Context: an optimization exercise on an open-source flow, tuned for a short achievable clock period and few clock cycles. The choices shown serve that exercise and are no tape-out recipe. In this exercise RTL edits were held to simulation tests only and were not proved equivalent to the original. Power and IR drop assume default switching activity.

// adc16_tapcal
module adc16_tapcal (
    input  wire         clk,
    input  wire         rst,           
    input  wire         start,         
    input  wire [7:0]   cfg_deskew,    
    input  wire [15:0]  cfg_iter,      
    input  wire [15:0]  cfg_snaplen,   
    output wire         busy,
    output reg          done,          
    output reg          done_err,      
    output reg          ev_valid,
    input  wire         ev_ready,
    output reg  [1:0]   ev_op,         
    output reg  [4:0]   ev_tap,
    output reg  [7:0]   ev_mask,
    input  wire         smp_valid,
    input  wire [31:0]  smp_data,
    input  wire         cap_fail,
    output reg          err_valid,
    output reg  [4:0]   err_tap,
    output wire [255:0] err_count,     
    output wire [63:0]  cal_result,    
    output wire [255:0] good_map,      
    output reg          heur_slip
);
    localparam OP_SETTAP  = 2'd0;
    localparam OP_BITSLIP = 2'd1;
    localparam OP_CAPTURE = 2'd2;
    localparam K_NONE    = 2'd0;
    localparam K_TAP     = 2'd1;
    localparam K_EMPTY   = 2'd2;
    localparam K_WRAPPED = 2'd3;
    localparam WRAP_SPAN = 5'd16;
    localparam P_IDLE    = 3'd0;
    localparam P_PROBE0  = 3'd1;
    localparam P_PROBE31 = 3'd2;
    localparam P_SWEEP   = 3'd3;
    localparam P_DECIDE  = 3'd4;
    localparam P_APPLY   = 3'd5;
    reg        busy_r;
    reg        idle;         
    reg        evn;          
    reg [2:0]  phase;
    reg        started;      
    reg        incap;        
    reg [15:0] rem;          
    reg        lastb;        
    reg        par;          
    reg [15:0] itrem;        
    reg        lasti;        
    reg [7:0]  deskew;
    reg [15:0] iter;
    reg [15:0] snaplen;
    reg [4:0]  tapcnt;       
    reg [31:0] tapoh;        
    reg        straddle;
    reg        apply_first;
    reg [7:0]  pend;         
    reg        bv;
    reg        bpar;
    reg        bfin;         
    reg [31:0] bd;
    reg        clr_q;
    reg        capf;
    reg [31:0] acc  [0:7];
    reg [7:0]  z;            
    reg [31:0] gmap [0:7];
    reg [7:0]  anyg;         
    reg [7:0]  oddg;         
    reg [7:0]  wrap;         
    reg [4:0]  lo   [0:7];   
  ...
==> flow/config.mk <==
export PLATFORM = sky130hd
export DESIGN_NAME = adc16_tapcal
export DESIGN_NICKNAME = adc16_tapcal
export VERILOG_FILES = /design/flow/design.v
export SDC_FILE = /design/flow/constraint.sdc
export NUM_CORES = 4
export LEC_CHECK = 0
export ABC_CLOCK_PERIOD_IN_PS = 3000
export CAP_MARGIN = 20
export CORE_MARGIN = 2
export CORE_UTILIZATION = 40
export CTS_CLUSTER_DIAMETER = 100
export CTS_CLUSTER_SIZE = 20
export SLEW_MARGIN = 20
==> flow/constraint.sdc <==
create_clock -name core_clock -period 22.0 [get_ports {clk}]
set_input_delay 4.4000 -clock core_clock [delete_from_list [all_inputs] [get_ports {clk}]]
set_output_delay 4.4000 -clock core_clock [all_outputs]
set_load 0.01 [all_outputs]
standard.sh (not shown) runs the stock make flow with config.mk's settings and CLKGATE_MAP_FILE= SYNTH_SCRIPT=/design/flow/synth_recipe.tcl, a recipe that flattens the netlist after the stock synthesis.
==> flow/flow/run.sh <==
#!/bin/bash
set -euo pipefail
bash standard.sh SETUP_SLACK_MARGIN=17 \
  "GLOBAL_PLACEMENT_ARGS=-timing_driven_net_weight_max 4 -timing_driven_nets_percentage 10" \
  finish > flow_make.log 2>&1
Testbench counts at the start, summed over its fixed seeds: cycles 198,242.
Rerun with:
CORE_UTILIZATION = 46   (was 40)
=> The new run went through all stages and came out clean. Routed wire length came out lower by 2.5%. Via count came out lower by 0.64%. Total power came out lower by 1.5%. Count of clock-buffer cells in the layout came out lower by 3. Die area came out lower by 13%. Final area came out lower by 0.99%. Area after synthesis stays the same. Non-clock buffer count came out lower by 6.


## main
Another version of the RTL of adc16_tapcal (not shown whole).
Size in the first run: about 5700 cells after synthesis, roughly 900 flip-flops, roughly 48000 um2 of cells after synthesis.
Settings: LEC_CHECK=0, CAP_MARGIN=20, CORE_MARGIN=2, CORE_UTILIZATION=40, SLEW_MARGIN=20; clock period 22.0 ns.
run.sh (not shown) runs the stock make flow with config.mk's settings and CLKGATE_MAP_FILE= SYNTH_SCRIPT=/design/flow/synth_recipe.tcl, a recipe that flattens the netlist after the stock synthesis.
Stock flow here: none of the scripts above is used.
Testbench counts of main, summed over its fixed seeds: cycles 198,242.
Modified inputs, the feature branch compared to main
==> flow/flow/run.sh (new file) <==
#!/bin/bash
set -euo pipefail
bash standard.sh SETUP_SLACK_MARGIN=17 finish > flow_make.log 2>&1
==> flow/standard.sh (new file) <==
#!/bin/bash
# synth_recipe.tcl (not shown) runs the flow's synth.tcl, then flattens the netlist and writes it again
# the make line also repeats each setting of config.mk as NAME=value (left out here)
make -C /OpenROAD-flow-scripts/flow DESIGN_CONFIG=/design/flow/config.mk WORK_HOME=/design/flow/orfs CLKGATE_MAP_FILE= SYNTH_SCRIPT=/design/flow/synth_recipe.tcl "${@:-finish}"
removed: flow/run.sh
Results
As far as sequential cell count goes, main and the feature branch are indistinguishable; the numbers are identical.
The CTS buffer count of the feature branch falls short of that of main by 0.95%.
Pre-CTS worst setup slack sits higher in the feature branch than in main.
Cell-internal power down about 1.3% in the feature branch wrt main
Per the comparison of the feature branch with main, clock share of power went down by 0.6 points, part of the power in combinational logic picked up an extra 1.2 points, overall routed net length rose 3.9%, reported combinational group power rose 12%.

[re-timing with driven ports]
No port has a modelled driver above. Below, the same layouts with a new extraction and two added sets of constraints. Step 1 assumes that a clkbuf_16 drives the clock port and a buf_2 every other input. Step 2 times the ports against the registers' clock, not the clock port: input delays grow and output delays shrink by t, the midpoint of the rising clock arrivals with the driver on. Slacks: ideal / step 1 / step 2; pairs: ideal / step 1.
| run | shift t [ns] | setup WS [ns] | pins driven straight from the clock port |
|---|---|---|---|
| the first run of note 1 | 0.774 | 16.364 / 16.281 / 16.296 | 1 |
| the second run of note 1 | 0.758 | 16.375 / 16.298 / 16.316 | 1 |
| main | 0.798 | 14.469 / 14.517 / 13.719 | 1 |
| the feature branch | 0.814 | 16.006 / 15.923 / 15.729 | 1 |
After both steps every run listed still meets setup and hold. For main, which loses most, drivers alone change the setup slack by +0.048 ns; drivers and shift together by -0.750 ns.
